From an optimization exercise on the open Yosys and OpenROAD flow, aimed at small area and few clock cycles; shortcuts taken in it are not production practice.
Function was checked by simulation only, so behaviour that the tests miss may differ from the original.
Power and IR drop assume default switching activity. No driver is modelled on the clock port, so clocking that relies on it looks cheaper here than on a real chip.

$ cat flow/run.sh
#!/bin/bash
# The standard layout (standard.sh) with these changes, all made through
# ORFS's own variables:
#  - synthesis maps logic with an area-oriented ABC script (flow/abc_map.script
#    in place of ORFS's abc_speed.script); the Yosys steps, and so the
#    registers, are those of the standard synthesis;
#  - ports are buffered with buf_1;
#  - clock tree synthesis uses larger sink clusters and no dummy loads.
# make's output goes to make_synth.log and make_finish.log here; each tool's
# own log is in orfs/logs/.
set -euo pipefail
here=$(pwd)
rm -rf "$here/scripts_area"
cp -r "$FLOW_HOME/scripts" "$here/scripts_area"
cp "$here/flow/abc_map.script" "$here/scripts_area/abc_speed.script"
sed "s#CLKGATE_MAP_FILE= #CLKGATE_MAP_FILE= SCRIPTS_DIR=$here/scripts_area #" standard.sh > synth_area.sh
export BUFFER_PORTS_ARGS="-buffer_cell sky130_fd_sc_hd__buf_1"
export CTS_ARGS="-sink_clustering_enable -repair_clock_nets -sink_clustering_size 36 -sink_clustering_max_diameter 80 -dont_use_dummy_load"
bash synth_area.sh synth > make_synth.log 2>&1
bash standard.sh finish > make_finish.log 2>&1
$ cat flow/abc_map.script
&get -n
&st
&dch
&nf -R 1000
&put
$ cat standard.sh
#!/bin/bash
# synth_recipe.tcl (not shown) runs the flow's synth.tcl, then flattens the netlist and writes it again
# the make line also repeats each setting of config.mk as NAME=value (left out here)
make -C /OpenROAD-flow-scripts/flow DESIGN_CONFIG=/design/flow/config.mk WORK_HOME=/design/flow/orfs CLKGATE_MAP_FILE= SYNTH_SCRIPT=/design/flow/synth_recipe.tcl "${@:-finish}"
$ cat config.mk
export PLATFORM = sky130hd
export DESIGN_NAME = opc2ser
export DESIGN_NICKNAME = opc2ser
export VERILOG_FILES = /design/flow/design.v
export SDC_FILE = /design/flow/constraint.sdc
export NUM_CORES = 4
export LEC_CHECK = 0
export CAP_MARGIN = 20
export CORE_MARGIN = 2
export CORE_UTILIZATION = 55
export PLACE_DENSITY = 0.7
export SLEW_MARGIN = 20
$ cat constraint.sdc
create_clock -name core_clock -period 12.0 [get_ports {clk}]
set_input_delay 2.4000 -clock core_clock [delete_from_list [all_inputs] [get_ports {clk}]]
set_output_delay 2.4000 -clock core_clock [all_outputs]
set_load 0.01 [all_outputs]
$ cat design.v
module opc2ser #(
    parameter RXBUF_SIZE = 128
) (
    input  wire        clk,
    input  wire        rst,
    input  wire [1:0]  cfg_protocol,
    input  wire [7:0]  cfg_channel,
    input  wire [15:0] cfg_hs_timeout_ms,
    input  wire        dg_valid,
    output wire        dg_ready,
    input  wire [7:0]  dg_data,
    input  wire        dg_last,
    input  wire        dg_keep,
    output wire        tx_valid,
    input  wire        tx_ready,
    output reg  [7:0]  tx_data,
    output wire        tx_last,
    input  wire        srx_valid,
    input  wire [7:0]  srx_data,
    input  wire        tick_ms,
    output wire [1:0]  hs_state,
    output wire [2:0]  hs_cause,
    output wire        session_abort,
    output wire        busy,
    output wire [3:0]  err_code,
    output wire        warn3,
    output reg         evt_accept,
    output reg         evt_drop,
    output wire        evt_warn,
    output reg         evt_sent
);
    localparam PMAX = RXBUF_SIZE - 4;           
    localparam NR   = 16;                       
    localparam P_ADA  = 2'd0;
    localparam P_AWA  = 2'd1;
    localparam P_TPM2 = 2'd2;
    localparam HS_AWAITING = 2'd0;
    localparam HS_READY    = 2'd1;
    localparam HS_FAILED   = 2'd2;
    reg [1:0] cfg_proto_r;
    reg [7:0] cfg_chan_r;
    always @(posedge clk) begin
        if (rst) begin
            cfg_proto_r <= cfg_protocol;
            cfg_chan_r  <= cfg_channel;
        end
    end
    reg [1:0]  hs;
    reg [2:0]  hs_cause_r;
    reg [1:0]  hs_cnt;
    reg        hs_bad;
    reg [15:0] acc;                    
    reg [7:0] hs_exp;
    always @(*) begin
        case (hs_cnt)
            2'd0: hs_exp = 8'h41;
            2'd1: hs_exp = 8'h64;
            2'd2: hs_exp = 8'h61;
            default: hs_exp = 8'h0A;
        endcase
    end
    wire hs_wait  = (hs == HS_AWAITING);
    wire hs_bad_n = hs_bad | (srx_data != hs_exp);
    wire hs_done  = srx_valid && (hs_cnt == 2'd3);
    wire hs_tick  = hs_wait && tick_ms && !hs_done;
    always @(posedge clk) begin
        if (rst) begin
            hs_cnt <= 2'd0;
            hs_bad <= 1'b0;
            case (cfg_protocol)
                P_ADA:   begin hs <= HS_AWAITING; hs_cause_r <= 3'd0; end
                P_AWA:   begin hs <= HS_READY;    hs_cause_r <= 3'd0; end
                P_TPM2:  begin hs <= HS_READY;    hs_cause_r <= 3'd0; end
                default: begin hs <= HS_FAILED;   hs_cause_r <= 3'd4; end
            endcase
        end else if (hs_wait) begin
            if (srx_valid) begin
                hs_cnt <= hs_cnt + 2'd1;
                hs_bad <= hs_bad_n;
            end
            if (hs_done) begin
                if (hs_bad_n) begin
                    hs         <= HS_FAILED;
                    hs_cause_r <= 3'd1;
                end else begin
                    hs <= HS_READY;
                end
            end else if (tick_ms && acc <= 16'd1) begin
                hs         <= HS_FAILED;
                hs_cause_r <= (hs_cnt == 2'd0 && !srx_valid) ? 3'd3 : 3'd2;
            end
        end
    end
    assign hs_state      = hs;
    assign hs_cause      = hs_cause_r;
    assign session_abort = (hs == HS_FAILED);
    reg          recv, send;           
    reg  [2:0]   ph;                   
    reg          chan_bad, cmd_bad, big;
    reg  [6:0]   len7;                 
    reg  [6:0]   need;                 
    reg  [8*PMAX-1:0] ring;            
    reg  [55:0]  dl;                   
    reg  [6:0]   dv;                   
    reg  [2:0]   rc;                   
    reg  [2:0]   phi0;                 
    reg  [6:0]   wcnt;                 
    reg  [7:0]   outb;                 
    reg          outv;
    reg          tt;                   
    reg  [2:0]   err_r;
    reg          warn_r;
    assign dg_ready = (hs == HS_READY) && !send;
    assign busy     = recv | send;
    assign err_code = {1'b0, err_r};
    wire rx_beat = dg_valid && dg_ready;
    wire kb      = rx_beat && dg_keep;
    wire in_hdr  = !ph[2];
    wire pay_in  = kb && !in_hdr && (need != 7'd0);
    wire hdr_full = !in_hdr || (ph == 3'd3 && kb);
    wire big_e    = big || (in_hdr && dg_data > PMAX);
    wire trunc_e  = in_hdr ? (dg_data != 8'd0)
                           : (need != 7'd0) && !(need == 7'd1 && kb);
    reg  [2:0] verdict;
    always @(*) begin
        if (!hdr_full)      verdict = 3'd1;
        else if (chan_bad)  verdict = 3'd2;
        else if (cmd_bad)   verdict = 3'd3;
        else if (big_e)     verdict = 3'd4;
        else if (trunc_e)   verdict = 3'd5;
        else                verdict = 3'd0;
    end
    wire accept = rx_beat && dg_last && (verdict == 3'd0);
    wire tpm      = (cfg_proto_r == P_TPM2);
    wire ada      = (cfg_proto_r == P_ADA);
    wire hdr_last = tpm ? (ph == 3'd3) : (ph == 3'd5);
    wire in_pay   = (ph == 3'd6);
    wire in_trl   = (ph == 3'd7);
    wire len_nz   = (len7 != 7'd0);
    wire [6:0] rcnt = need;
    wire rd_last  = (rcnt == len7);    
    assign tx_valid = send && (outv || !in_pay);
    wire tx_beat  = tx_valid && tx_ready;
    wire fin      = (ada && ((in_pay && rd_last) || (hdr_last && !len_nz))) ||
                    (in_trl && (tpm || tt));
    assign tx_last = fin;
    reg  [2:0] old;
    always @(*) begin
        casez (dv)
            7'b1??????: old = 3'd6;
            7'b01?????: old = 3'd5;
            7'b001????: old = 3'd4;
            7'b0001???: old = 3'd3;
            7'b00001??: old = 3'd2;
            7'b000001?: old = 3'd1;
            default:    old = 3'd0;
        endcase
    end
    wire       stg_v = (dv != 7'd0);
    reg  [7:0] stg_o;
    always @(*) begin
        case (old)
            3'd0: stg_o = dl[8*0 +: 8];
            3'd1: stg_o = dl[8*1 +: 8];
            3'd2: stg_o = dl[8*2 +: 8];
            3'd3: stg_o = dl[8*3 +: 8];
            3'd4: stg_o = dl[8*4 +: 8];
            3'd5: stg_o = dl[8*5 +: 8];
            default: stg_o = dl[8*6 +: 8];
        endcase
    end
    wire [2:0] wph = phi0 + wcnt[2:0];
    wire       wr  = (rc == wph) && (stg_v || pay_in);
    wire [7:0] din = stg_v ? stg_o : dg_data;
    wire [8*PMAX-1:0] ring_n;
    wire [8*NR-1:0]   port;
    genvar gi;
    generate
        for (gi = 0; gi < NR; gi = gi + 1) begin : g_ring
            localparam B = 64 * gi;                       
            localparam L = (gi == NR - 1) ? 4 : 8;        
            wire ws = wr && (wcnt[6:3] == gi);
            assign ring_n[B +: 8*L] = {ring[B +: 8*(L-1)],
                                       ws ? din : ring[B + 8*(L-1) +: 8]};
            assign port[8*gi +: 8] = ring[B +: 8];
        end
    endgenerate
    always @(posedge clk) begin
        ring <= ring_n;
    end
    wire [6:0] dv_k = ~({7{wr && stg_v}} & (7'd1 << old));
    wire       hdr3 = kb && (ph == 3'd3);
    always @(posedge clk) begin
        dl <= {dl[47:0], dg_data};
        if (hdr3)
            dv <= 7'd0;
        else
            dv <= {dv[5:0] & dv_k[5:0], pay_in && !(wr && !stg_v)};
    end
    wire [2:0] rph   = phi0 + 3'd1 + rcnt[2:0];
    wire       take  = tx_beat && in_pay;
    wire       fetch = send && (wcnt != rcnt) && (rc == rph) && (!outv || take);
    wire [2:0] phi0_n = rc + dg_data[2:0] + (tpm ? 3'd3 : 3'd5);
    wire [15:0] dr;                    
    wire [6:0]  lq;
    assign dr[15:14] = 2'd0;
    generate
        for (gi = 6; gi >= 0; gi = gi - 1) begin : g_div3
            wire [2:0] t = {dr[2*gi+3 -: 2], len7[gi]};
            assign lq[gi] = (t >= 3'd3);
            assign dr[2*gi+1 -: 2] = lq[gi] ? t[1:0] - 2'd3 : t[1:0];
        end
    endgenerate
    wire [6:0] qb;                     
    wire [6:0] qm1;
    assign qb[0] = 1'b1;
    generate
        for (gi = 0; gi < 6; gi = gi + 1) begin : g_qm1
            assign qm1[gi]  = lq[gi] ^ qb[gi];
            assign qb[gi+1] = qb[gi] & !lq[gi];
        end
    endgenerate
    wire       cz    = qb[6];          
    wire [7:0] c_hi  = {8{cz}};
    wire [7:0] c_lo  = {cz, cz, qm1[5:0]};
    wire [7:0] fl1 = acc[7:0];
    wire [7:0] fl2 = acc[15:8];
    always @(*) begin
        if (tpm) begin
            case (ph)
                3'd0: tx_data = 8'hC9;
                3'd1: tx_data = 8'hDA;
                3'd2: tx_data = 8'h00;
                3'd3: tx_data = {1'b0, len7};
                3'd6: tx_data = outb;
                default: tx_data = 8'h36;
            endcase
        end else begin
            case (ph)
                3'd0: tx_data = 8'h41;
                3'd1: tx_data = ada ? 8'h64 : 8'h77;
                3'd2: tx_data = 8'h61;
                3'd3: tx_data = c_hi;
                3'd4: tx_data = c_lo;
                3'd5: tx_data = c_hi ^ c_lo ^ 8'h55;
                3'd6: tx_data = outb;
                default: tx_data = tt ? fl2 : fl1;
            endcase
        end
    end
    wire [8:0] c1, c2, i1, i2;
    wire [7:0] s1, s2, fl1_n, fl2_n;
    assign c1[0] = 1'b0;
    assign c2[0] = 1'b0;
    generate
        for (gi = 0; gi < 8; gi = gi + 1) begin : g_fl
            assign s1[gi]    = fl1[gi] ^ dg_data[gi] ^ c1[gi];
            assign c1[gi+1]  = (fl1[gi] & dg_data[gi]) | (c1[gi] & (fl1[gi] ^ dg_data[gi]));
            assign fl1_n[gi] = s1[gi] ^ i1[gi];
            assign i1[gi+1]  = s1[gi] & i1[gi];
            assign s2[gi]    = fl2[gi] ^ fl1_n[gi] ^ c2[gi];
            assign c2[gi+1]  = (fl2[gi] & fl1_n[gi]) | (c2[gi] & (fl2[gi] ^ fl1_n[gi]));
            assign fl2_n[gi] = s2[gi] ^ i2[gi];
            assign i2[gi+1]  = s2[gi] & i2[gi];
        end
    endgenerate
    assign i1[0] = c1[8] | (&s1);
    assign i2[0] = c2[8] | (&s2);
    always @(posedge clk) begin
        if (rst)
            acc <= cfg_hs_timeout_ms;
        else if (hs_tick)
            acc <= acc - 16'd1;
        else if (kb && ph == 3'd3)
            acc <= 16'd0;
        else if (pay_in)
            acc <= {fl2_n, fl1_n};
    end
    wire lw = (dr[1:0] != 2'd0);
    assign evt_warn = evt_accept && lw;
    assign warn3    = evt_accept ? lw : warn_r;
    always @(posedge clk) begin
        if (rst) begin
            recv       <= 1'b0;
            send       <= 1'b0;
            ph         <= 3'd0;
            err_r      <= 3'd0;
            warn_r     <= 1'b0;
            evt_accept <= 1'b0;
            evt_drop   <= 1'b0;
            evt_sent   <= 1'b0;
            rc         <= 3'd0;
            outv       <= 1'b0;
        end else begin
            rc         <= rc + 3'd1;
            warn_r     <= warn3;
            evt_accept <= 1'b0;
            evt_drop   <= 1'b0;
            evt_sent   <= 1'b0;
            if (wr)
                wcnt <= wcnt + 7'd1;
            if (kb && in_hdr) begin
                ph <= ph + 3'd1;
                case (ph[1:0])
                    2'd0: chan_bad <= (dg_data != 8'd0) && (dg_data != cfg_chan_r);
                    2'd1: cmd_bad  <= (dg_data != 8'd0);
                    2'd2: big      <= (dg_data != 8'd0);
                    default: begin
                        big  <= big_e;
                        len7 <= dg_data[6:0];
                        need <= dg_data[6:0];
                        phi0 <= phi0_n;
                        wcnt <= 7'd0;
                    end
                endcase
            end
            if (pay_in)
                need <= need - 7'd1;
            if (rx_beat) begin
                recv <= 1'b1;
                if (dg_last) begin
                    recv  <= 1'b0;
                    ph    <= 3'd0;
                    err_r <= verdict;
                    if (verdict == 3'd0) begin
                        evt_accept <= 1'b1;
                        send       <= 1'b1;
                        tt         <= 1'b0;
                    end else begin
                        evt_drop <= 1'b1;
                    end
                end
            end
            if (fetch) begin
                outb <= port[8*rcnt[6:3] +: 8];
                need <= need + 7'd1;
                outv <= 1'b1;
            end else if (take) begin
                outv <= 1'b0;
            end
            if (tx_beat) begin
                if (fin) begin
                    send     <= 1'b0;
                    evt_sent <= 1'b1;
                    ph       <= 3'd0;
                end else if (in_pay) begin
                    if (rd_last)
                        ph <= 3'd7;
                end else if (in_trl) begin
                    tt <= 1'b1;
                end else if (hdr_last) begin
                    ph <= len_nz ? 3'd6 : 3'd7;
                end else begin
                    ph <= ph + 3'd1;
                end
            end
        end
    end
endmodule
==> reports/metrics.csv, run 1 <==
metric,value,unit
p_leak,12.3,nW
post-cts-setup-buffers,0,
pre_cts_ws,1.32,ns
dr.first_iter.drc_count,1175,
status,"complete, no violations",
avgRoutedWirePerCell,18.6,um
finClkSkew,0.0858,ns
worstPathArrival,10.48,ns
clkTransAtPathRegs,0.12,ns
critical_path_required,12.28,ns
dieArea,0.0564,sq mm
layout-drive-gt1-share,4.41,%
cpPeakStageDelay,0.45,ns
via_count,15300,
min_path_type,reg -> reg,
grt_pass1_vias,15500,
antenna_found_initial,0,
crit_type,in -> reg,
ys_ff_latch,1141,
grt_max_degree,65,
cts-root-buf,clkbuf_16,
ant_nets,0,
tightestPinTransition,1.07,ns
coreArea,0.0538,sq mm
avgSynthCellArea,13.9,sq um
drv_cap,0,
max_freq,98.1,MHz
grtUsageTotal,19.8,%
cts_buffer_depth,3,
cts_tree,yes,
ys_top_cells_by_area,"dfxtp_1, edfxtp_1, o21ai_0",
seq_area_frac_synth,78.4,%
worstSkewPairLatency,0.62,ns
yosysTopAreaCellShare,71.7,%
synth_fp_nets,2266,
rr_startpoint,acc[0],
dp_hpwl,35.6,mm
start_util,55.7,%
num_rows,85,
setup_violations,0,
cpMostUsedCell,fa_1,
netlist_area,0.0300,sq mm
fin_nets,2406,
overflow,0,
async_reset_ff_share,0,%
min_to,ring[335],
synth-edff-count,67,
final_max_slew_viol_count,0,
period_needed,10.20,ns
synth_commonest_cells,"dfxtp_1, nand2_1, o21ai_0",
min_from,ring[327],
final_util,60.1,%
setup_slack,1.80,ns
cts_num_sinks,1141,
gp_congestion,0.890,
routed_wl,55.5,mm
startpoint_type,primary input,
synth-main-ff-cell,dfxtp_1,
peakVddDrop,0.000118,V
setup_tns,0,ns
diodes,0,
r2r_setup_slack,3.42,ns
die_x,237,um
cp_max_fo,8,
syn2layout_area_growth,7.88,%
numPortBuffers,75,
hold_viol,0,
rsz0062_at_grt,no,
r2r_cells,36,
vias_per_cell,5.14,
cts_resized,0,
drc,0,
yosysMostFrequentCell,dfxtp_1,
htreeDepth,2,
hold-path-cell-count,0,
yosysWarnings,1,
timing.final.crit_share,85.0,%
critPathCaptureType,flop,
rr_endpoint,acc[15],
power.total,5.92,mW
powerDensity,183,mW/mm^2
worst_path_max_delay_cell,fa_1,
cts_hold_buf,0,
cts_inserted_buffers,41,
ys_types,59,
timing.slew.headroom,28.6,%
synth_area_leader_cell,dfxtp_1,
synthCells,2150,
drtPass1Iterations,6,
ioPinCount,77,
grt_pass1_wl,86.6,mm
die_h,237,um
## how the worst max path moves through the flow
stage	startpoint	end	slack (ns)
after floorplan	dg_data[0]	acc[15]	2.18
after global placement	dg_data[0]	acc[15]	1.56
after detailed placement	dg_data[0]	acc[15]	1.32
after CTS	dg_data[0]	acc[15]	1.90
after global routing	dg_data[0]	acc[15]	1.44
final	dg_data[0]	acc[15]	1.80
## stage by stage
step / std cells / area (sq um) / hold WS [ns]
3_5_place_dp: 2943 / 31300 / 0.312
6_report: 2984 / 32300 / 0.269
2_1_floorplan: 2150 / 30000 / 0.310
4_1_cts: 2984 / 32300 / 0.265
3_3_place_gp: 2943 / 31300 / 0.310
5_1_grt: 2984 / 32300 / 0.263
## cell usage in the layout (no fill, tap or decap), types with 4 or more instances in the layout
cell type / netlist / final
a211o_1: 4 / 4
a211oi_1: 6 / 6
a21oi_1: 94 / 94
a222oi_1: 15 / 15
a22o_1: 4 / 4
a31oi_1: 17 / 17
a32o_1: 4 / 4
and2_0: 7 / 7
and3_1: 8 / 8
buf_1: 0 / 74
buf_4: 1 / 23
clkbuf_16: 0 / 41
clkinv_1: 56 / 56
dfxtp_1: 1074 / 1074
edfxtp_1: 67 / 67
fa_1: 17 / 17
ha_1: 49 / 49
mux2i_1: 8 / 8
mux4_2: 32 / 32
nand2_1: 167 / 167
nand3_1: 30 / 30
nand4_1: 14 / 14
nor2_1: 148 / 148
nor2b_1: 14 / 13
nor3_1: 26 / 24
nor3b_1: 4 / 4
nor4_1: 10 / 10
o21ai_0: 153 / 145
o21ai_1: 0 / 8
o32ai_1: 7 / 7
or4_1: 4 / 4
xnor2_1: 47 / 47
xor2_1: 17 / 17
## power by group
part | total, mW | internal [mW] | switching (mW)
Clock | 1.65 | 0.622 | 1.03
Sequential | 3.92 | 3.87 | 0.0454
Combinational | 0.356 | 0.152 | 0.203
Total | 5.92 | 4.64 | 1.28
## cell type report
type	count	area, sq um
clock buffers	41	1030
fillers	4211	21500
inverters	56	210
multi-input cells	952	6260
flip-flops and latches	1141	23500
well taps	696	871
repair buffers	98	455
## flip-flops by register name, indices dropped and copies added, names as in the netlist, 7 cells and up
register	cells
ring	992
dl	56
acc	16
cfg_chan_r	8
outb	8
dv	7
len7	7
need	7
wcnt	7
## cell families (layout without fill, tap and decap cells)
| kind of cell | after synthesis | in the layout | synth area share, % |
|---|---|---|---|
| buf+inv | 57 | 195 | 0.726 |
| fa+ha+maj | 66 | 66 | 3.18 |
| other cells | 1 | 1 | 0.0125 |
| mux | 41 | 41 | 2.71 |
| flops | 1141 | 1141 | 78.4 |
| compound gates | 333 | 333 | 6.49 |
| simple gates | 447 | 447 | 6.57 |
| xor+xnor | 64 | 64 | 1.87 |
## critical path: cells and delay by family
| kind | cells | cell delay, ns |
|---|---|---|
| and+or+nand+nor | 3 | 0.33 |
| buffers and inverters | 5 | 0.47 |
| AOI/OAI and AO/OA | 5 | 0.53 |
| xor gates and xnor gates | 1 | 0.16 |
| adders and majority gates | 24 | 6.58 |
## routing by layer
metal	share of wire [%]	wire [um]	up-vias	track usage, %
met5	0	0	-	0
met4	2.2	1230	0	5.47
met3	4.5	2480	70	2.74
met2	46	25200	332	32.2
met1	48	26500	7384	28.1
li1	-	-	7538	-
Testbench counts, summed over its fixed seeds: cycles 102,288.
==> inputs of run 2 (changes only) <==
--- a/design.v
+++ b/design.v
@@ -139,5 +139,7 @@
     wire len_nz   = (len7 != 7'd0);
     wire [6:0] rcnt = need;
-    wire rd_last  = (rcnt == len7);    
+    wire stg_v;
+    wire wr_all   = (wcnt == rcnt);    
+    wire rd_last  = wr_all && !stg_v;  
     assign tx_valid = send && (outv || !in_pay);
     wire tx_beat  = tx_valid && tx_ready;
@@ -157,5 +159,5 @@
         endcase
     end
-    wire       stg_v = (dv != 7'd0);
+    assign     stg_v = (dv != 7'd0);
     reg  [7:0] stg_o;
     always @(*) begin
@@ -200,5 +202,5 @@
     wire [2:0] rph   = phi0 + 3'd1 + rcnt[2:0];
     wire       take  = tx_beat && in_pay;
-    wire       fetch = send && (wcnt != rcnt) && (rc == rph) && (!outv || take);
+    wire       fetch = send && !wr_all && (rc == rph) && (!outv || take);
     wire [2:0] phi0_n = rc + dg_data[2:0] + (tpm ? 3'd3 : 3'd5);
     wire [15:0] dr;                    
==> flow/abc_map.script (replaced) <==
&get -n
&st
&syn2
&dch
&nf -R 1000
&put
--- a/config.mk
+++ b/config.mk
@@ -9,4 +9,6 @@
 export CORE_MARGIN = 2
 export CORE_UTILIZATION = 55
+export GPL_ROUTABILITY_DRIVEN = 0
+export GPL_TIMING_DRIVEN = 0
 export PLACE_DENSITY = 0.7
 export SLEW_MARGIN = 20
==> run 2 against run 1 <==
Effect of this change:
- fmax shrank 7.0%
- power shrank 0.78%
- sequential power is essentially flat
- utilization grew 0.084 points
- synthesized cell count shrank 0.74%
- highest routed layer unchanged
==> reports/metrics.csv, run 2 <==
metric,value,unit,change
worstSkewPairLatency,0.61,ns,was 0.62 ns
ant_nets,0,,unchanged
cts_hold_buf,0,,unchanged
synth-main-ff-cell,dfxtp_1,,unchanged
ys_ff_latch,1141,,unchanged
yosysMostFrequentCell,dfxtp_1,,unchanged
critPathBufInv,4,,was 5
dieArea,0.0562,sq mm,was 0.0564 sq mm
cts-root-buf,clkbuf_16,,unchanged
syn2layout_area_growth,8.35,%,was 7.88%
antenna_found_initial,0,,unchanged
die_h,237,um,about the same
grt_pass1_wl,84.1,mm,was 86.6 mm
rsz0062_at_grt,no,,unchanged
yosysWarnings,1,,unchanged
r2r_setup_slack,3.21,ns,was 3.42 ns
grtUsageTotal,19.2,%,was 19.8%
ys_types,54,,was 59
avgRoutedWirePerCell,18.1,um,was 18.6 um
cts_num_sinks,1141,,unchanged
top_regs,"ring (992), dl (56), acc (16)",,unchanged
instances_no_fill,2960,,was 2984
worst_path_max_delay_cell,buf_1,,was fa_1
drv_cap,0,,unchanged
setup_slack,1.04,ns,was 1.80 ns
dr.first_iter.drc_count,1167,,was 1175
hold_slack,0.278,ns,was 0.269 ns
cts_inserted_buffers,39,,was 41
overflow,0,,unchanged
status,"complete, no violations",,unchanged
final_area,0.0324,sq mm,was 0.0323 sq mm
critical_path_required,12.35,ns,was 12.28 ns
cpPeakStageDelay,0.58,ns,was 0.45 ns
hold_viol,0,,unchanged
async_reset_ff_share,0,%,unchanged
coreArea,0.0538,sq mm,unchanged
ys_top_cells_by_area,"dfxtp_1, edfxtp_1, mux4_2",,"was dfxtp_1, edfxtp_1, o21ai_0"
period_needed,10.96,ns,was 10.20 ns
cpMostUsedCell,fa_1,,unchanged
htreeDepth,2,,unchanged
dp.cells,2921,,was 2943
layout-drive-gt1-share,4.73,%,was 4.41%
diodes,0,,unchanged
pre_cts_ws,0.557,ns,was 1.32 ns
placed_area,0.0314,sq mm,was 0.0313 sq mm
setup_violations,0,,unchanged
tightestPinTransition,0.963,ns,was 1.07 ns
synth_commonest_cells,"dfxtp_1, nand2_1, nor2_1",,"was dfxtp_1, nand2_1, o21ai_0"
synth_area_leader_cell,dfxtp_1,,unchanged
post-cts-setup-buffers,0,,unchanged
synth_fp_nets,2251,,was 2266
die_x,237,um,about the same
setup_tns,0,ns,unchanged
grt_pass1_vias,15200,,was 15500
cts_buffer_depth,3,,unchanged
seq_area_frac_synth,78.7,%,was 78.4%
critPathCaptureType,flop,,unchanged
largest_reg_flops,992,,unchanged
vias_per_cell,5.21,,was 5.14
powerDensity,181,mW/mm^2,was 183 mW/mm^2
clkTransAtPathRegs,0.12,ns,about the same
worstPathArrival,11.31,ns,was 10.48 ns
netlist_area,0.0299,sq mm,was 0.0300 sq mm
drc,0,,unchanged
cts_resized,0,,unchanged
regMostFlops,ring,,unchanged
drtPass1Iterations,5,,was 6
via_count,15400,,was 15300
max_freq,91.2,MHz,was 98.1 MHz
min_path_type,reg -> reg,,unchanged
cp_top_family,adder cells,,unchanged
final_max_slew_viol_count,0,,unchanged
peakVddDrop,0.000130,V,was 0.000118 V
numPortBuffers,75,,unchanged
dp_hpwl,35.9,mm,was 35.6 mm
power.total,5.88,mW,was 5.92 mW
grt_max_degree,37,,was 65
cts_tree,yes,,unchanged
startpoint_type,primary input,,unchanged
routed_wl,53.5,mm,was 55.5 mm
timing.slew.headroom,35.8,%,was 28.6%
ioPinCount,77,,unchanged
synth-edff-count,67,,unchanged
p_leak,12.3,nW,about the same
fin_nets,2383,,was 2406
start_util,55.5,%,was 55.7%
num_rows,85,,unchanged
timing.final.crit_share,91.3,%,was 85.0%
crit_type,in -> reg,,unchanged
final_util,60.2,%,was 60.1%
layout_common_cells,"dfxtp_1, nand2_1, nor2_1, a21oi_1, o21ai_0",,"was dfxtp_1, nand2_1, nor2_1, o21ai_0, a21oi_1"
finClkSkew,0.0702,ns,was 0.0858 ns
synthCells,2134,,was 2150
cp_max_fo,8,,unchanged
yosysTopAreaCellShare,71.9,%,was 71.7%
avgSynthCellArea,14.0,sq um,was 13.9 sq um
final_common_cell,dfxtp_1,,unchanged
## run 2: cell type report
cell class,count,area [sq um]
Buffer,1,7.51
Clock buffer,39,976
Fill cell,4140,21400
Inverter,50,188
Multi-Input combinational cell,942,6280
Sequential cell,1141,23500
Tap cell,696,871
Timing Repair Buffer,91,552
## run 2: worst paths after layout
check / cells past startpoint / end / startpoint
max reg2reg: 33 / acc[15] / acc[1]
min: 0 / ring[471] / ring[463]
max: 34 / acc[15] / dg_data[1]
min reg2reg: 0 / ring[471] / ring[463]
## run 2: where the power goes
group	total, mW	internal, mW	switching (mW)
sequential	3.91	3.87	0.0422
clock	1.61	0.594	1.01
combinational	0.360	0.155	0.205
## run 2: cell families (layout without fill, tap and decap cells)
| group | count (synthesis) | after routing | share of synthesized area, % |
|---|---|---|---|
| AOI/OAI and AO/OA | 357 | 357 | 7.01 |
| xor gates and xnor gates | 53 | 53 | 1.55 |
| adders and majority gates | 67 | 67 | 3.23 |
| buffers and inverters | 51 | 181 | 0.653 |
| DFF | 1141 | 1141 | 78.7 |
| muxes | 36 | 36 | 2.55 |
| other | 1 | 1 | 0.0125 |
| and+or+nand+nor | 428 | 428 | 6.32 |
## run 2: layer usage
metal / share of wire, % / GRT usage (%) / vias to the layer above
met4: 2.5 / 5.97 / 0
met5: 0 / 0 / -
met3: 4.8 / 2.89 / 95
li1: - / - / 7481
met2: 45 / 30.8 / 415
met1: 47 / 27.1 / 7443
Testbench counts of run 2, summed over its fixed seeds: cycles 102,288.
==> inputs of run 3 (changes only) <==
--- a/config.mk
+++ b/config.mk
@@ -9,6 +9,4 @@
 export CORE_MARGIN = 2
 export CORE_UTILIZATION = 55
-export GPL_ROUTABILITY_DRIVEN = 0
-export GPL_TIMING_DRIVEN = 0
 export PLACE_DENSITY = 0.7
 export SLEW_MARGIN = 20
==> run 3 against run 2 <==
Effect of this change:
- area after synthesis unchanged
- flip-flop and latch count unchanged
- clock-buffer cell count increased by 3
- routed wire length increased by 5.7%
- first-iteration DRC count decreased by 12%
- critical path type unchanged
- critical path depth increased by 2
- sequential share of layout area increased by 0.18 points
- utilization decreased by 0.15 points
==> reports/metrics.csv, run 3 <==
metric,value,unit,change
placed_area,0.0313,sq mm,was 0.0314 sq mm
layout_common_cells,"dfxtp_1, nand2_1, nor2_1, a21oi_1, o21ai_0",,unchanged
htreeDepth,2,,unchanged
netlist_area,0.0299,sq mm,unchanged
syn2layout_area_growth,8.09,%,was 8.35%
period_needed,10.42,ns,was 10.96 ns
gp_congestion,0.904,,
routed_wl,56.5,mm,was 53.5 mm
via_count,15400,,about the same
drv_cap,0,,unchanged
tightestPinTransition,1.03,ns,was 0.963 ns
avgSynthCellArea,14.0,sq um,unchanged
regMostFlops,ring,,unchanged
vias_per_cell,5.19,,was 5.21
ant_nets,0,,unchanged
synth_commonest_cells,"dfxtp_1, nand2_1, nor2_1",,unchanged
ioPinCount,77,,unchanged
clkTransAtPathRegs,0.12,ns,about the same
final_common_cell,dfxtp_1,,unchanged
drc,0,,unchanged
ys_types,54,,unchanged
top_regs,"ring (992), dl (56), acc (16)",,unchanged
cts_num_sinks,1141,,unchanged
post-cts-setup-buffers,0,,unchanged
seq_area_frac_synth,78.7,%,unchanged
setup_slack,1.58,ns,was 1.04 ns
yosysTopAreaCellShare,71.9,%,unchanged
die_h,237,um,unchanged
p_leak,12.3,nW,about the same
dr.first_iter.drc_count,1026,,was 1167
yosysMostFrequentCell,dfxtp_1,,unchanged
numPortBuffers,75,,unchanged
fill_cells,4140,,unchanged
grtUsageTotal,20.2,%,was 19.2%
fin_nets,2395,,was 2383
peakVddDrop,0.000116,V,was 0.000130 V
ys_ff_latch,1141,,unchanged
yosysWarnings,1,,unchanged
coreArea,0.0538,sq mm,unchanged
cpPeakStageDelay,0.49,ns,was 0.58 ns
die_x,237,um,unchanged
grt_pass1_vias,15300,,was 15200
timing.slew.headroom,30.7,%,was 35.8%
synth_area_leader_cell,dfxtp_1,,unchanged
startpoint_type,primary input,,unchanged
final_area,0.0323,sq mm,was 0.0324 sq mm
hold_viol,0,,unchanged
cp_max_fo,9,,was 8
ys_top_cells_by_area,"dfxtp_1, edfxtp_1, mux4_2",,unchanged
dieArea,0.0562,sq mm,unchanged
num_rows,85,,unchanged
largest_reg_flops,992,,unchanged
worst_path_max_delay_cell,or4b_1,,was buf_1
worstSkewPairLatency,0.63,ns,was 0.61 ns
synthCells,2134,,unchanged
finClkSkew,0.123,ns,was 0.0702 ns
synth-edff-count,67,,unchanged
powerDensity,184,mW/mm^2,was 181 mW/mm^2
rsz0062_at_grt,no,,unchanged
cts_tree,yes,,unchanged
avgRoutedWirePerCell,19.0,um,was 18.1 um
setup_violations,0,,unchanged
critical_path_required,12.30,ns,was 12.35 ns
final_max_slew_viol_count,0,,unchanged
synth-main-ff-cell,dfxtp_1,,unchanged
overflow,0,,unchanged
antenna_found_initial,1,,was 0
start_util,55.5,%,unchanged
status,"complete, no violations",,unchanged
cts_resized,0,,unchanged
crit_type,in -> reg,,unchanged
cts-root-buf,clkbuf_16,,unchanged
grt_pass1_wl,87.9,mm,was 84.1 mm
grt_max_degree,38,,was 37
max_freq,96.0,MHz,was 91.2 MHz
pre_cts_ws,1.09,ns,was 0.557 ns
layout-drive-gt1-share,4.61,%,was 4.73%
diodes,0,,unchanged
dp_hpwl,37.0,mm,was 35.9 mm
timing.final.crit_share,86.8,%,was 91.3%
worstPathArrival,10.71,ns,was 11.31 ns
min_path_type,reg -> reg,,unchanged
drtPass1Iterations,5,,unchanged
cpMostUsedCell,fa_1,,unchanged
synth_fp_nets,2251,,unchanged
cts_inserted_buffers,42,,was 39
cts_hold_buf,0,,unchanged
setup_tns,0,ns,unchanged
critPathCaptureType,flop,,unchanged
async_reset_ff_share,0,%,unchanged
cts_buffer_depth,3,,unchanged
[run 3: final timing paths]
path	start	end	slack, ns	depth (start not counted)
hold / removal	ring[237]	ring[245]	0.28	0
hold reg to reg	ring[237]	ring[245]	0.28	0
setup / recovery	dg_data[0]	acc[14]	1.58	36
setup reg to reg	acc[0]	acc[14]	3.23	34
[run 3: area by class of cell]
cell class              count  area (sq um)  share of cell area (%)
flip-flops and latches   1141         23500                    72.8
multi-input cells         942          6210                    19.2
clock buffers              42          1050                    3.25
well taps                 696           871                    2.70
repair buffers            101           478                    1.48
inverters                  50           188                   0.581
[run 3: cells by family (layout without fill, tap and decap cells)]
logic type	count (synthesis)	count (layout)	share of synthesized area (%)
fa+ha+maj	67	67	3.23
simple gates	428	428	6.32
mux	36	36	2.55
other cells	1	1	0.0125
compound gates	357	357	7.01
flops	1141	1141	78.7
buf+inv	51	193	0.653
xor+xnor	53	53	1.55
[run 3: power by group]
part,internal (mW),switching [mW]
Sequential,3.87,0.0473
Clock,0.635,1.03
Combinational,0.152,0.203
Total,4.65,1.28
[run 3: metrics by stage]
step	hold WS (ns)	std cells	total power, mW	utilization [%]
global route	0.282	2972	6.16	60.0
floorplan	0.310	2134	4.23	-
global placement	0.310	2930	4.35	58.1
CTS	0.279	2972	5.98	60.0
detailed placement	0.312	2930	4.36	58.1
finish	0.283	2972	5.94	60.0
[run 3: worst max-delay path: cells and delay by family]
kind,cells,cell delay [ns]
adder cells (fa/ha/maj),24,6.59
AO/OA/AOI/OAI,5,0.67
AND/OR/NAND/NOR,2,0.61
buffers and inverters,5,0.45
[run 3: layer usage]
layer  routed length [um]  vias up  share of wire (%)  global-route usage [%]
li1                     -     7529                  -                       -
met1                27100     7467                 48                    28.6
met2                25700      344                 45                    32.9
met3                 2210       88                3.9                    2.39
met4                 1510        0                2.7                    6.27
met5                    0        -                  0                       0
==> inputs of run 4 (changes only) <==
--- a/config.mk
+++ b/config.mk
@@ -9,4 +9,4 @@
 export CORE_MARGIN = 2
 export CORE_UTILIZATION = 55
-export PLACE_DENSITY = 0.7
+export PLACE_DENSITY = 0.85
 export SLEW_MARGIN = 20
==> run 4 against run 3 <==
Effect of this change:
- still clean on timing, DRC and antenna
- non-clock buffer count decreased by 4
- fmax decreased by 2.2%
- clock skew decreased by 0.024 ns
- critical endpoint unchanged
- highest routed layer unchanged
==> reports/metrics.csv, run 4 <==
metric,value,unit,change
synth_fp_nets,2251,,unchanged
vias_per_cell,5.27,,was 5.19
avgRoutedWirePerCell,20.0,um,was 19.0 um
via_count,15600,,was 15400
synth_commonest_cells,"dfxtp_1, nand2_1, nor2_1",,unchanged
die_x,237,um,unchanged
cpMostUsedCell,fa_1,,unchanged
antenna_found_initial,0,,was 1
rr_endpoint,acc[14],,unchanged
coreArea,0.0538,sq mm,unchanged
grtUsageTotal,21.4,%,was 20.2%
layout-drive-gt1-share,4.53,%,was 4.61%
cp_max_fo,9,,unchanged
diodes,0,,unchanged
hold-path-cell-count,0,,unchanged
timing.final.crit_share,88.8,%,was 86.8%
worst_path_max_delay_cell,or4b_1,,unchanged
ys_types,54,,unchanged
ant_nets,0,,unchanged
overflow,0,,unchanged
r2r_setup_slack,3.15,ns,was 3.23 ns
min_to,ring[862],,was ring[245]
htreeDepth,2,,unchanged
period_needed,10.65,ns,was 10.42 ns
synthCells,2134,,unchanged
yosysTopAreaCellShare,71.9,%,unchanged
ys_ff_latch,1141,,unchanged
synth_area_leader_cell,dfxtp_1,,unchanged
largest_reg_flops,992,,unchanged
setup_violations,0,,unchanged
drv_cap,0,,unchanged
dieArea,0.0562,sq mm,unchanged
p_sw_share,21.7,%,was 21.6%
grt_pass1_vias,16100,,was 15300
cts_hold_buf,0,,unchanged
cts_inserted_buffers,42,,unchanged
critPathLaunch,dg_data[0],,unchanged
worstSkewPairLatency,0.63,ns,about the same
clock_power_share,28.1,%,about the same
power_frac_seq,65.8,%,was 65.9%
grt_pass1_wl,92.6,mm,was 87.9 mm
gp_congestion,0.895,,was 0.904
cts_resized,0,,unchanged
final_common_cell,dfxtp_1,,unchanged
routed_wl,59.5,mm,was 56.5 mm
seq_area_frac_synth,78.7,%,unchanged
min_path_type,reg -> reg,,unchanged
rsz0062_at_grt,no,,unchanged
netlist_area,0.0299,sq mm,unchanged
post-cts-setup-buffers,0,,unchanged
tightestPinTransition,1.05,ns,was 1.03 ns
crit_type,in -> reg,,unchanged
finClkSkew,0.0997,ns,was 0.123 ns
ioPinCount,77,,unchanged
final_max_slew_viol_count,0,,unchanged
p_switching,1.29,mW,was 1.28 mW
synth-main-ff-cell,dfxtp_1,,unchanged
startpoint_type,primary input,,unchanged
grt_max_degree,52,,was 38
avgSynthCellArea,14.0,sq um,unchanged
cts_tree,yes,,unchanged
fin_nets,2391,,was 2395
numPortBuffers,75,,unchanged
cts_num_sinks,1141,,unchanged
layout_common_cells,"dfxtp_1, nand2_1, a21oi_1, nor2_1, o21ai_0",,"was dfxtp_1, nand2_1, nor2_1, a21oi_1, o21ai_0"
async_reset_ff_share,0,%,unchanged
cts_buffer_depth,3,,unchanged
cts-root-buf,clkbuf_16,,unchanged
powerDensity,184,mW/mm^2,about the same
p_comb_share,6.0,%,about the same
dr.first_iter.drc_count,1162,,was 1026
hold_slack,0.275,ns,was 0.283 ns
critical_path_required,12.32,ns,was 12.30 ns
num_rows,85,,unchanged
clkTransAtPathRegs,0.12,ns,about the same
final_area,0.0323,sq mm,about the same
peakVddDrop,0.000128,V,was 0.000116 V
worstPathArrival,10.97,ns,was 10.71 ns
yosysWarnings,1,,unchanged
hold_viol,0,,unchanged
intPower,4.66,mW,was 4.65 mW
dp_hpwl,38.8,mm,was 37.0 mm
yosysMostFrequentCell,dfxtp_1,,unchanged
min_from,ring[854],,was ring[237]
die_h,237,um,unchanged
critPathCaptureType,flop,,unchanged
cpPeakStageDelay,0.50,ns,was 0.49 ns
regMostFlops,ring,,unchanged
setup_tns,0,ns,unchanged
drtPass1Iterations,5,,unchanged
synth-edff-count,67,,unchanged
rr_startpoint,acc[0],,unchanged
syn2layout_area_growth,7.98,%,was 8.09%
p_leak,12.3,nW,about the same
drc,0,,unchanged
timing.slew.headroom,30.2,%,was 30.7%
r2r_cells,34,,unchanged
top_regs,"ring (992), dl (56), acc (16)",,unchanged
ys_top_cells_by_area,"dfxtp_1, edfxtp_1, mux4_2",,unchanged
start_util,55.5,%,unchanged
max_freq,93.9,MHz,was 96.0 MHz
placed_area,0.0312,sq mm,was 0.0313 sq mm
status,"complete, no violations",,unchanged
## run 4: changes by cell type in the layout (fill, tap and decap cells not counted), sizes merged
cell and delta:
buf -4
## run 4: routing by layer
layer | share of wire (%) | GRT usage, %
met5 | 0 | 0
met4 | 2.7 | 6.17
met3 | 4.4 | 2.86
met2 | 48 | 36.3
met1 | 45 | 28.9
## run 4: logic make-up after synthesis
group,share of synthesized area (%)
compound gates,7.01
fa+ha+maj,3.23
buf+inv,0.653
flops,78.7
other cells,0.0125
simple gates,6.32
xor+xnor,1.55
mux,2.55
## run 4: layout make-up
class | instances | area, sq um
clock buffers | 42 | 1050
fillers | 3944 | 21500
inverters | 50 | 188
multi-input cells | 942 | 6200
flip-flops and latches | 1141 | 23500
well taps | 696 | 871
repair buffers | 97 | 448
## run 4: worst max-delay path, delay by kind of cell
kind / cells / cell delay [ns]
and+or+nand+nor: 2 / 0.61
adders and majority gates: 24 / 6.71
buffers and inverters: 4 / 0.58
AOI/OAI and AO/OA: 5 / 0.67
## run 4: stage by stage
step                      instances  worst slack, ns  utilization, %  total power [mW]
final                          2968             1.35            60.0              5.95
after detailed placement       2926            0.935            58.0              4.35
after global placement         2926            0.996            58.0              4.35
after CTS                      2968             1.49            60.0              5.98
after floorplan                2134             1.89               -              4.23
after global routing           2968            0.797            60.0              6.16
## run 4: power by group through the flow
stage          logic, mW  clock network (mW)  registers, mW
5_1_grt            0.415                1.82           3.92
4_1_cts            0.359                1.70           3.91
2_1_floorplan      0.245                   0           3.98
6_report           0.359                1.67           3.91
3_5_place_dp       0.354                   0           4.00
3_3_place_gp       0.353                   0           4.00
## run 4: worst max path at each step
| stage | to |
|---|---|
| after floorplan | acc[14] |
| after global placement | acc[14] |
| after detailed placement | acc[14] |
| after CTS | acc[14] |
| after global routing | acc[14] |
| final | acc[14] |
==> inputs of run 5 (changes only) <==
--- a/design.v
+++ b/design.v
@@ -253,29 +253,29 @@
     wire [8:0] c1, c2, i1, i2;
     wire [7:0] s1, s2, fl1_n, fl2_n;
+    wire [7:0] b1 = dg_data | {8{hs_wait}};
+    wire [7:0] b2 = fl1_n | {8{hs_wait}};
     assign c1[0] = 1'b0;
-    assign c2[0] = 1'b0;
+    assign c2[0] = hs_wait & c1[8];
     generate
         for (gi = 0; gi < 8; gi = gi + 1) begin : g_fl
-            assign s1[gi]    = fl1[gi] ^ dg_data[gi] ^ c1[gi];
-            assign c1[gi+1]  = (fl1[gi] & dg_data[gi]) | (c1[gi] & (fl1[gi] ^ dg_data[gi]));
+            assign s1[gi]    = fl1[gi] ^ b1[gi] ^ c1[gi];
+            assign c1[gi+1]  = (fl1[gi] & b1[gi]) | (c1[gi] & (fl1[gi] ^ b1[gi]));
             assign fl1_n[gi] = s1[gi] ^ i1[gi];
             assign i1[gi+1]  = s1[gi] & i1[gi];
-            assign s2[gi]    = fl2[gi] ^ fl1_n[gi] ^ c2[gi];
-            assign c2[gi+1]  = (fl2[gi] & fl1_n[gi]) | (c2[gi] & (fl2[gi] ^ fl1_n[gi]));
+            assign s2[gi]    = fl2[gi] ^ b2[gi] ^ c2[gi];
+            assign c2[gi+1]  = (fl2[gi] & b2[gi]) | (c2[gi] & (fl2[gi] ^ b2[gi]));
             assign fl2_n[gi] = s2[gi] ^ i2[gi];
             assign i2[gi+1]  = s2[gi] & i2[gi];
         end
     endgenerate
-    assign i1[0] = c1[8] | (&s1);
-    assign i2[0] = c2[8] | (&s2);
+    assign i1[0] = !hs_wait & (c1[8] | (&s1));
+    assign i2[0] = !hs_wait & (c2[8] | (&s2));
     always @(posedge clk) begin
         if (rst)
             acc <= cfg_hs_timeout_ms;
-        else if (hs_tick)
-            acc <= acc - 16'd1;
+        else if (hs_tick || pay_in)
+            acc <= {fl2_n, fl1_n};
         else if (kb && ph == 3'd3)
             acc <= 16'd0;
-        else if (pay_in)
-            acc <= {fl2_n, fl1_n};
     end
     wire lw = (dr[1:0] != 2'd0);
--- a/config.mk
+++ b/config.mk
@@ -9,4 +9,4 @@
 export CORE_MARGIN = 2
 export CORE_UTILIZATION = 55
-export PLACE_DENSITY = 0.85
+export PLACE_DENSITY = 0.7
 export SLEW_MARGIN = 20
==> run 5 against run 4 <==
Effect of this change:
- still clean
- via count fell by 3.7%
- non-clock buffer count grew 6
- clock-buffer cell count fell by 1
- cell count down 1.1%
- critical endpoint is now acc[15]
- largest power group unchanged
==> reports/metrics.csv, run 5 <==
metric,value,unit,change
status,"complete, no violations",,unchanged
grtUsageTotal,19.8,%,was 21.4%
ys_ff_latch,1141,,unchanged
worstPathArrival,11.07,ns,was 10.97 ns
rsz0062_at_grt,no,,unchanged
syn2layout_area_growth,8.17,%,was 7.98%
start_util,55.4,%,was 55.5%
critical_path_required,12.37,ns,was 12.32 ns
synth_compound_area_share,6.60,%,was 7.01%
p_leak,12.2,nW,was 12.3 nW
fill_cells,4161,,was 3944
final_max_slew_viol_count,0,,unchanged
async_reset_ff_share,0,%,unchanged
peakVddDrop,0.000150,V,was 0.000128 V
power.total,5.71,mW,was 5.95 mW
dieArea,0.0557,sq mm,was 0.0562 sq mm
max_freq,93.5,MHz,was 93.9 MHz
yosysTopAreaCellShare,72.6,%,was 71.9%
cts_hold_buf,0,,unchanged
final_area,0.0320,sq mm,was 0.0323 sq mm
synth-edff-count,67,,unchanged
cts_inserted_buffers,41,,was 42
yosys.area_share.adder,3.16,%,was 3.23%
cts-root-buf,clkbuf_16,,unchanged
ant_nets,0,,unchanged
vias_per_cell,5.13,,was 5.27
placed_area,0.0310,sq mm,was 0.0312 sq mm
ys_top_cells_by_area,"dfxtp_1, edfxtp_1, mux4_2",,unchanged
startpoint_type,primary input,,unchanged
synth_xor_area_share,1.30,%,was 1.55%
rr_startpoint,hs[1],,was acc[0]
cpMostUsedCell,fa_1,,unchanged
cts_buffer_depth,3,,unchanged
synth_commonest_cells,"dfxtp_1, nand2_1, nor2_1",,unchanged
final_util,59.9,%,was 60.0%
ys_types,54,,unchanged
coreArea,0.0535,sq mm,was 0.0538 sq mm
num_rows,85,,unchanged
fin_nets,2355,,was 2391
cp_max_fo,8,,was 9
drc,0,,unchanged
min_path_type,reg -> reg,,unchanged
seq_area_frac_synth,79.4,%,was 78.7%
cpPeakStageDelay,0.48,ns,was 0.50 ns
clkTransAtPathRegs,0.12,ns,about the same
period_needed,10.70,ns,was 10.65 ns
r2r_cells,40,,was 34
die_h,236,um,was 237 um
avgSynthCellArea,14.1,sq um,was 14.0 sq um
synth_fp_nets,2210,,was 2251
grt_pass1_wl,85.3,mm,was 92.6 mm
worstSkewPairLatency,0.61,ns,was 0.63 ns
layout-drive-gt1-share,4.73,%,was 4.53%
numPortBuffers,75,,unchanged
via_count,15100,,was 15600
setup_tns,0,ns,unchanged
synthSimpleGateAreaFrac,6.36,%,was 6.32%
dp_hpwl,36.3,mm,was 38.8 mm
avgRoutedWirePerCell,18.8,um,was 20.0 um
finClkSkew,0.0807,ns,was 0.0997 ns
largest_reg_flops,992,,unchanged
layout_common_cells,"dfxtp_1, nand2_1, nor2_1, a21oi_1, o21ai_0",,"was dfxtp_1, nand2_1, a21oi_1, nor2_1, o21ai_0"
cts_tree,yes,,unchanged
regMostFlops,ring,,unchanged
final_common_cell,dfxtp_1,,unchanged
endpoint,acc[15],,was acc[14]
synthCells,2096,,was 2134
top_regs,"ring (992), dl (56), acc (16)",,unchanged
overflow,0,,unchanged
die_x,236,um,was 237 um
min_from,ring[87],,was ring[854]
grt_pass1_vias,15000,,was 16100
rr_endpoint,acc[15],,was acc[14]
gp_congestion,0.912,,was 0.895
final-seq-area,0.0235,sq mm,unchanged
dr.first_iter.drc_count,1097,,was 1162
yosysWarnings,1,,unchanged
setup_violations,0,,unchanged
synth_area_leader_cell,dfxtp_1,,unchanged
synth_mux_area_share,2.58,%,was 2.55%
ioPinCount,77,,unchanged
cts_resized,0,,unchanged
hold_viol,0,,unchanged
netlist_area,0.0296,sq mm,was 0.0299 sq mm
post-cts-setup-buffers,0,,unchanged
routed_wl,55.2,mm,was 59.5 mm
critPathLaunch,dg_data[0],,unchanged
htreeDepth,2,,unchanged
multi_input_area,0.00596,sq mm,was 0.00620 sq mm
crit_type,in -> reg,,unchanged
yosysMostFrequentCell,dfxtp_1,,unchanged
grt_max_degree,66,,was 52
cts_num_sinks,1141,,unchanged
synth_top_family_by_area,compound AO/OA/AOI/OAI gates,,unchanged
tightestPinTransition,0.979,ns,was 1.05 ns
drv_cap,0,,unchanged
critPathCaptureType,flop,,unchanged
worst_path_max_delay_cell,fa_1,,was or4b_1
timing.slew.headroom,34.7,%,was 30.2%
synth-main-ff-cell,dfxtp_1,,unchanged
timing.final.crit_share,89.2,%,was 88.8%
powerDensity,178,mW/mm^2,was 184 mW/mm^2
r2r_setup_slack,2.86,ns,was 3.15 ns
antenna_found_initial,1,,was 0
drtPass1Iterations,5,,unchanged
-- run 5: metal layers --
metal	GRT usage, %	up-vias	share of wire (%)
li1	-	7364	-
met1	28.2	7223	47
met2	31.0	379	45
met3	4.03	85	5.8
met4	5.44	0	2.5
met5	0	-	0
-- run 5: cell type report --
class | instances | area share [%]
sequential | 1141 | 73.4
multi-input combinational | 908 | 18.6
clock buffer | 41 | 3.20
tap | 696 | 2.72
timing repair buffer | 103 | 1.54
inverter | 46 | 0.539
antenna | 1 | 0.00781
-- run 5: how the worst min path moves through the flow --
stage / slack [ns] / to / cells past startpoint
after global placement: 0.31 / ring[505] / 0
after CTS: 0.31 / ring[892] / 0
after detailed placement: 0.31 / ring[147] / 0
after global routing: 0.32 / ring[111] / 0
final: 0.30 / ring[95] / 0
after floorplan: 0.31 / ring[100] / 0
-- run 5: logic make-up (layout without fill, tap and decap cells) --
logic type	after synthesis	count (layout)
adder cells (fa/ha/maj)	64	64
other	1	2
buffers and inverters	47	190
flip-flops	1141	1141
XOR/XNOR	44	44
AO/OA/AOI/OAI	335	335
AND/OR/NAND/NOR	428	428
multiplexers	36	36
-- run 5: report_power, final --
part / switching, mW / total (mW) / internal, mW
Clock: 1.03 / 1.65 / 0.621
Combinational: 0.116 / 0.192 / 0.0758
Sequential: 0.0216 / 3.87 / 3.85
-- run 5: critical path: cells and delay by family --
kind            cells  cell delay, ns
simple gates        5            0.68
buf+inv             7            0.65
compound gates      7            0.89
fa+ha+maj          24            6.45
-- run 5: through the flow --
stage | setup slack, ns | cells | hold slack, ns
floorplan | 1.76 | 2096 | 0.310
global placement | 0.886 | 2894 | 0.310
detailed placement | 0.809 | 2894 | 0.312
CTS | 1.33 | 2935 | 0.305
global route | 0.770 | 2935 | 0.317
finish | 1.30 | 2936 | 0.300
Testbench counts of run 5, summed over its fixed seeds: cycles 102,288.
==> inputs of run 6 (changes only) <==
--- a/design.v
+++ b/design.v
@@ -103,6 +103,5 @@
     reg  [55:0]  dl;                   
     reg  [6:0]   dv;                   
-    reg  [2:0]   rc;                   
-    reg  [2:0]   phi0;                 
+    reg  [2:0]   pc;                   
     reg  [6:0]   wcnt;                 
     reg  [7:0]   outb;                 
@@ -172,6 +171,5 @@
         endcase
     end
-    wire [2:0] wph = phi0 + wcnt[2:0];
-    wire       wr  = (rc == wph) && (stg_v || pay_in);
+    wire       wr  = (pc == wcnt[2:0]) && (stg_v || pay_in);
     wire [7:0] din = stg_v ? stg_o : dg_data;
     wire [8*PMAX-1:0] ring_n;
@@ -200,8 +198,13 @@
             dv <= {dv[5:0] & dv_k[5:0], pay_in && !(wr && !stg_v)};
     end
-    wire [2:0] rph   = phi0 + 3'd1 + rcnt[2:0];
+    wire [2:0] rph   = rcnt[2:0] + 3'd1;
     wire       take  = tx_beat && in_pay;
-    wire       fetch = send && !wr_all && (rc == rph) && (!outv || take);
-    wire [2:0] phi0_n = rc + dg_data[2:0] + (tpm ? 3'd3 : 3'd5);
+    wire       fetch = send && !wr_all && (pc == rph) && (!outv || take);
+    always @(posedge clk) begin
+        if (hdr3)
+            pc <= (tpm ? 3'd6 : 3'd4) - dg_data[2:0];
+        else
+            pc <= pc + 3'd1;
+    end
     wire [15:0] dr;                    
     wire [6:0]  lq;
@@ -292,8 +295,6 @@
             evt_drop   <= 1'b0;
             evt_sent   <= 1'b0;
-            rc         <= 3'd0;
             outv       <= 1'b0;
         end else begin
-            rc         <= rc + 3'd1;
             warn_r     <= warn3;
             evt_accept <= 1'b0;
@@ -312,5 +313,4 @@
                         len7 <= dg_data[6:0];
                         need <= dg_data[6:0];
-                        phi0 <= phi0_n;
                         wcnt <= 7'd0;
                     end
==> run 6 against run 5 <==
Effect of this change:
- still clean on timing, DRC and antenna
- setup slack worse by 0.070 ns
- fmax is 0.65% lower
- die area is 0.85% lower
- clock power hardly changed
- clock-buffer cell count stayed put
- flip-flop and latch count is 3 lower
- area after synthesis is 0.87% lower
- register-to-register slack worse by 0.43 ns
- non-clock buffer count is 2 lower
- clock skew is 0.0034 ns lower
- synthesized cell count is 2.0% lower
==> reports/metrics.csv, run 6 <==
metric,value,unit,change
status,"complete, no violations",,unchanged
pre_cts_ws,0.690,ns,was 0.809 ns
worstSkewPairLatency,0.60,ns,was 0.61 ns
diodes,0,,was 1
avgSynthCellArea,14.3,sq um,was 14.1 sq um
cts-root-buf,clkbuf_16,,unchanged
tightestPinTransition,1.12,ns,was 0.979 ns
drtPass1Iterations,5,,unchanged
finClkSkew,0.0773,ns,was 0.0807 ns
yosys.area_share.adder,2.92,%,was 3.16%
ant_nets,0,,unchanged
intPower,4.54,mW,about the same
final_max_slew_viol_count,0,,unchanged
routed_wl,54.8,mm,was 55.2 mm
yosysTopAreaCellShare,73.2,%,was 72.6%
timing.final.crit_share,89.7,%,was 89.2%
synth_mux_area_share,2.49,%,was 2.58%
min_from,ring[535],,was ring[87]
die_x,235,um,was 236 um
clock_power_share,28.9,%,about the same
overflow,0,,unchanged
p_sw_share,20.4,%,about the same
gp_congestion,0.924,,was 0.912
seq_area_frac_synth,79.8,%,was 79.4%
rsz0062_at_grt,no,,unchanged
cts_buffer_depth,3,,unchanged
cts_tree,yes,,unchanged
synthSimpleGateAreaFrac,6.23,%,was 6.36%
critPathCaptureType,flop,,unchanged
grt_pass1_vias,15000,,about the same
drv_cap,0,,unchanged
worstPathArrival,11.06,ns,was 11.07 ns
final_common_cell,dfxtp_1,,unchanged
critPathLaunch,dg_data[1],,was dg_data[0]
cp_max_fo,8,,unchanged
htreeDepth,2,,unchanged
p_leak,12.2,nW,about the same
yosysMostFrequentCell,dfxtp_1,,unchanged
drc,0,,unchanged
avgRoutedWirePerCell,19.0,um,was 18.8 um
largest_reg_flops,992,,unchanged
cts_inserted_buffers,41,,unchanged
synth_compound_area_share,6.78,%,was 6.60%
fin_nets,2306,,was 2355
num_rows,84,,was 85
fill_cells,4068,,was 4161
netlist_area,0.0294,sq mm,was 0.0296 sq mm
syn2layout_area_growth,8.16,%,was 8.17%
grtUsageTotal,19.9,%,was 19.8%
synth_fp_nets,2163,,was 2210
hold_slack,0.285,ns,was 0.300 ns
cts_hold_buf,0,,unchanged
yosysWarnings,1,,unchanged
start_util,55.8,%,was 55.4%
die_h,235,um,was 236 um
synth-main-ff-cell,dfxtp_1,,unchanged
startpoint_type,primary input,,unchanged
power_frac_seq,67.7,%,was 67.8%
max_freq,92.9,MHz,was 93.5 MHz
timing.slew.headroom,25.7,%,was 34.7%
layout-drive-gt1-share,4.87,%,was 4.73%
cts_num_sinks,1138,,was 1141
setup_violations,0,,unchanged
synth-edff-count,64,,was 67
setup_tns,0,ns,unchanged
critPathBufInv,4,,was 7
cts_resized,0,,unchanged
multi_input_area,0.00583,sq mm,was 0.00596 sq mm
dp_hpwl,35.4,mm,was 36.3 mm
p_comb_share,3.4,%,about the same
synth_top_family_by_area,compound AO/OA/AOI/OAI gates,,unchanged
p_switching,1.16,mW,about the same
cp_top_family,adder cells,,unchanged
regMostFlops,ring,,unchanged
async_reset_ff_share,0,%,unchanged
vias_per_cell,5.15,,was 5.13
worst_path_max_delay_cell,or4_1,,was fa_1
cpMostUsedCell,fa_1,,unchanged
synth_xor_area_share,1.28,%,was 1.30%
dieArea,0.0553,sq mm,was 0.0557 sq mm
top_regs,"ring (992), dl (56), acc (16)",,unchanged
setup_slack,1.23,ns,was 1.30 ns
hold_viol,0,,unchanged
clkTransAtPathRegs,0.11,ns,was 0.12 ns
period_needed,10.77,ns,was 10.70 ns
critical_path_required,12.29,ns,was 12.37 ns
ioPinCount,77,,unchanged
final-seq-area,0.0234,sq mm,was 0.0235 sq mm
via_count,14900,,was 15100
synthCells,2054,,was 2096
powerDensity,180,mW/mm^2,was 178 mW/mm^2
crit_type,in -> reg,,unchanged
antenna_found_initial,0,,was 1
min_path_type,reg -> reg,,unchanged
ys_top_cells_by_area,"dfxtp_1, edfxtp_1, a21oi_1",,"was dfxtp_1, edfxtp_1, mux4_2"
rr_startpoint,hs[1],,unchanged
grt_pass1_wl,85.3,mm,about the same
layout_common_cells,"dfxtp_1, nor2_1, a21oi_1, nand2_1, o21ai_0",,"was dfxtp_1, nand2_1, nor2_1, a21oi_1, o21ai_0"
synth_area_leader_cell,dfxtp_1,,unchanged
post-cts-setup-buffers,0,,unchanged
cpPeakStageDelay,0.51,ns,was 0.48 ns
peakVddDrop,0.000122,V,was 0.000150 V
synth_commonest_cells,"dfxtp_1, nor2_1, a21oi_1",,"was dfxtp_1, nand2_1, nor2_1"
ys_types,48,,was 54
numPortBuffers,75,,unchanged
coreArea,0.0527,sq mm,was 0.0535 sq mm
ys_ff_latch,1138,,was 1141
dr.first_iter.drc_count,1030,,was 1097
grt_max_degree,47,,was 66
==> run 6: cell count changes after synthesis, sizes merged, moves of 5 or more <==
cell / delta
nand2: -52
o21ai: -32
nor2: +26
a21oi: +22
a22o: +16
clkinv: -8
a22oi: -7
nand3: -6
or3: +5
==> run 6: metrics by stage <==
step | cell area [sq um] | utilization (%) | std cells | total power [mW]
detailed placement | 30700 | 58.4 | 2842 | 4.14
floorplan | 29400 | - | 2054 | 4.06
global route | 31800 | 60.3 | 2883 | 5.89
global placement | 30700 | 58.3 | 2841 | 4.14
finish | 31800 | 60.3 | 2883 | 5.70
CTS | 31800 | 60.3 | 2883 | 5.74
==> run 6: logic make-up (layout without fill, tap and decap cells) <==
family                   count (synthesis)  after routing
adder cells (fa/ha/maj)                 59             59
flip-flops                            1138           1138
buffers and inverters                   39            180
XOR/XNOR                                43             43
multiplexers                            33             33
AO/OA/AOI/OAI                          334            334
AND/OR/NAND/NOR                        407            407
other                                    1              1
==> run 6: layout make-up <==
type | instances | share of cell area, %
Inverter | 38 | 0.449
Multi-Input combinational cell | 877 | 18.3
Timing Repair Buffer | 101 | 1.52
Sequential cell | 1138 | 73.7
Tap cell | 688 | 2.71
Clock buffer | 41 | 3.23
==> run 6: power groups by stage <==
stage	Clock, mW	Sequential [mW]	Combinational [mW]
after global routing	1.81	3.86	0.219
after floorplan	0	3.94	0.122
final	1.65	3.86	0.196
after detailed placement	0	3.94	0.194
after global placement	0	3.94	0.194
after CTS	1.69	3.86	0.196
==> run 6: layer usage <==
metal / global-route usage [%] / vias to the layer above / share of wire, % / routed length, um
met5: 0 / - / 0 / 0
met4: 7.54 / 0 / 3.2 / 1780
met3: 2.68 / 83 / 3.9 / 2150
met2: 31.5 / 311 / 45 / 24700
met1: 28.1 / 7219 / 48 / 26200
li1: - / 7242 / - / -
==> run 6: worst paths after layout <==
| kind | endpoint | slack [ns] | depth (start not counted) |
|---|---|---|---|
| min | ring[543] | 0.28 | 0 |
| max | acc[14] | 1.23 | 35 |
| max reg2reg | acc[14] | 2.43 | 38 |
| min reg2reg | ring[543] | 0.28 | 0 |
Testbench counts of run 6, summed over its fixed seeds: cycles 102,288.
==> inputs of run 7 (changes only) <==
--- a/flow/run.sh
+++ b/flow/run.sh
@@ -16,5 +16,5 @@
 sed "s#CLKGATE_MAP_FILE= #CLKGATE_MAP_FILE= SCRIPTS_DIR=$here/scripts_area #" standard.sh > synth_area.sh
 export BUFFER_PORTS_ARGS="-buffer_cell sky130_fd_sc_hd__buf_1"
-export CTS_ARGS="-sink_clustering_enable -repair_clock_nets -sink_clustering_size 36 -sink_clustering_max_diameter 80 -dont_use_dummy_load"
+export CTS_ARGS="-sink_clustering_enable -repair_clock_nets -sink_clustering_size 30 -sink_clustering_max_diameter 80 -dont_use_dummy_load"
 bash synth_area.sh synth > make_synth.log 2>&1
 bash standard.sh finish > make_finish.log 2>&1
==> run 7 against run 6 <==
Effect of this change:
- largest power group unchanged
- via count grew 0.60%
- flip-flop and latch count is the same
- hold slack improved by 0.019 ns
- combinational power barely moved
- power up 1.6%
- routed wire length decreased by 0.16%
- still clean
- clock-buffer cell count up 5
- critical path depth is the same
==> reports/metrics.csv, run 7 <==
metric,value,unit,change
overflow,0,,unchanged
htreeDepth,2,,unchanged
met2_usage,31.5,%,about the same
grt_max_degree,47,,unchanged
cts_resized,0,,unchanged
cts_num_sinks,1138,,unchanged
numPortBuffers,75,,unchanged
coreArea,0.0527,sq mm,unchanged
layout-drive-gt1-share,5.13,%,was 4.87%
drtPass1Iterations,5,,unchanged
grt_pass1_vias,15000,,about the same
crit_type,in -> reg,,unchanged
async_reset_ff_share,0,%,unchanged
setup_violations,0,,unchanged
p_leak,12.2,nW,about the same
dieArea,0.0553,sq mm,unchanged
period_needed,10.74,ns,was 10.77 ns
status,"complete, no violations",,unchanged
yosysMostFrequentCell,dfxtp_1,,unchanged
via_count,14900,,about the same
grtUsageTotal,19.9,%,about the same
peakVddDrop,0.000105,V,was 0.000122 V
routed_wl,54.7,mm,was 54.8 mm
grt_pass1_wl,85.3,mm,about the same
cts_hold_buf,0,,unchanged
startpoint_type,primary input,,unchanged
synth-main-ff-cell,dfxtp_1,,unchanged
largest_reg_flops,992,,unchanged
num_rows,84,,unchanged
diodes,0,,unchanged
cts_tree,yes,,unchanged
timing.slew.headroom,36.3,%,was 25.7%
ys_ff_latch,1138,,unchanged
grt_busiest_layer,met2,,unchanged
final_common_cell,dfxtp_1,,unchanged
powerDensity,182,mW/mm^2,was 180 mW/mm^2
avgRoutedWirePerCell,18.9,um,was 19.0 um
yosysTopAreaCellShare,73.2,%,unchanged
use_met1,27.7,%,was 28.1%
ant_nets,0,,unchanged
max_freq,93.1,MHz,was 92.9 MHz
timing.final.crit_share,89.5,%,was 89.7%
cp_max_fo,8,,unchanged
instances_no_fill,2889,,was 2883
clkTransAtPathRegs,0.10,ns,was 0.11 ns
cpPeakStageDelay,0.51,ns,about the same
synth_area_leader_cell,dfxtp_1,,unchanged
ys_types,48,,unchanged
synth_commonest_cells,"dfxtp_1, nor2_1, a21oi_1",,unchanged
netlist_area,0.0294,sq mm,unchanged
rsz0062_at_grt,no,,unchanged
regMostFlops,ring,,unchanged
dp.cells,2842,,unchanged
layout_common_cells,"dfxtp_1, nor2_1, a21oi_1, nand2_1, o21ai_0",,unchanged
die_h,235,um,unchanged
start_util,55.8,%,unchanged
cpMostUsedCell,fa_1,,unchanged
yosysWarnings,1,,unchanged
worst_path_max_delay_cell,or4_1,,unchanged
avgSynthCellArea,14.3,sq um,unchanged
dr.first_iter.drc_count,971,,was 1030
setup_tns,0,ns,unchanged
vias_per_cell,5.17,,was 5.15
fin_nets,2312,,was 2306
synthCells,2054,,unchanged
critPathCaptureType,flop,,unchanged
ys_top_cells_by_area,"dfxtp_1, edfxtp_1, a21oi_1",,unchanged
post-cts-setup-buffers,0,,unchanged
min_path_type,reg -> reg,,unchanged
drv_cap,0,,unchanged
top_regs,"ring (992), dl (56), acc (16)",,unchanged
run 7: routing by layer:
| layer | up-vias | share of wire, % | wire length (um) |
|---|---|---|---|
| met5 | - | 0 | 0 |
| met4 | 0 | 3.2 | 1780 |
| met3 | 94 | 4.5 | 2490 |
| met2 | 350 | 45 | 24500 |
| met1 | 7245 | 47 | 25900 |
| li1 | 7255 | - | - |
run 7: through the flow:
stage               worst slack (ns)  area (sq um)  power, mW  hold WS, ns
floorplan                       1.37         29400       4.06        0.310
global placement               0.726         30700       4.14        0.310
detailed placement             0.690         30700       4.14        0.312
CTS                             1.28         31900       5.83        0.287
global route                   0.768         31900       5.98        0.285
finish                          1.26         31900       5.79        0.304
run 7: power by group:
part           internal [mW]  switching (mW)  total (mW)
clock                  0.691            1.05        1.74
sequential              3.84          0.0215        3.86
combinational         0.0792           0.116       0.195
total                   4.61            1.18        5.79
run 7: area by class of cell:
| cell class | count | area (sq um) |
|---|---|---|
| inverters | 38 | 143 |
| well taps | 688 | 861 |
| fillers | 4063 | 20800 |
| clock buffers | 46 | 1150 |
| flip-flops and latches | 1138 | 23400 |
| repair buffers | 102 | 493 |
| multi-input cells | 877 | 5830 |
run 7: critical path: cells and delay by family:
kind                     cells  cell delay, ns
AO/OA/AOI/OAI                3            0.54
adder cells (fa/ha/maj)     23            6.40
buffers and inverters        4            0.60
AND/OR/NAND/NOR              5            1.13
run 7: logic make-up after synthesis:
kind of cell,after synthesis,share of synthesized area [%]
fa+ha+maj,59,2.92
buf+inv,39,0.511
xor+xnor,43,1.28
simple gates,407,6.23
other cells,1,0.0128
mux,33,2.49
flops,1138,79.8
compound gates,334,6.78
run 7: final timing paths:
kind                    from        end  slack (ns)  cells past startpoint
setup / recovery  dg_data[1]    acc[14]        1.26                     35
setup reg to reg       hs[1]    acc[14]        2.43                     38
hold / removal     ring[535]  ring[543]        0.30                      0
hold reg to reg    ring[535]  ring[543]        0.30                      0
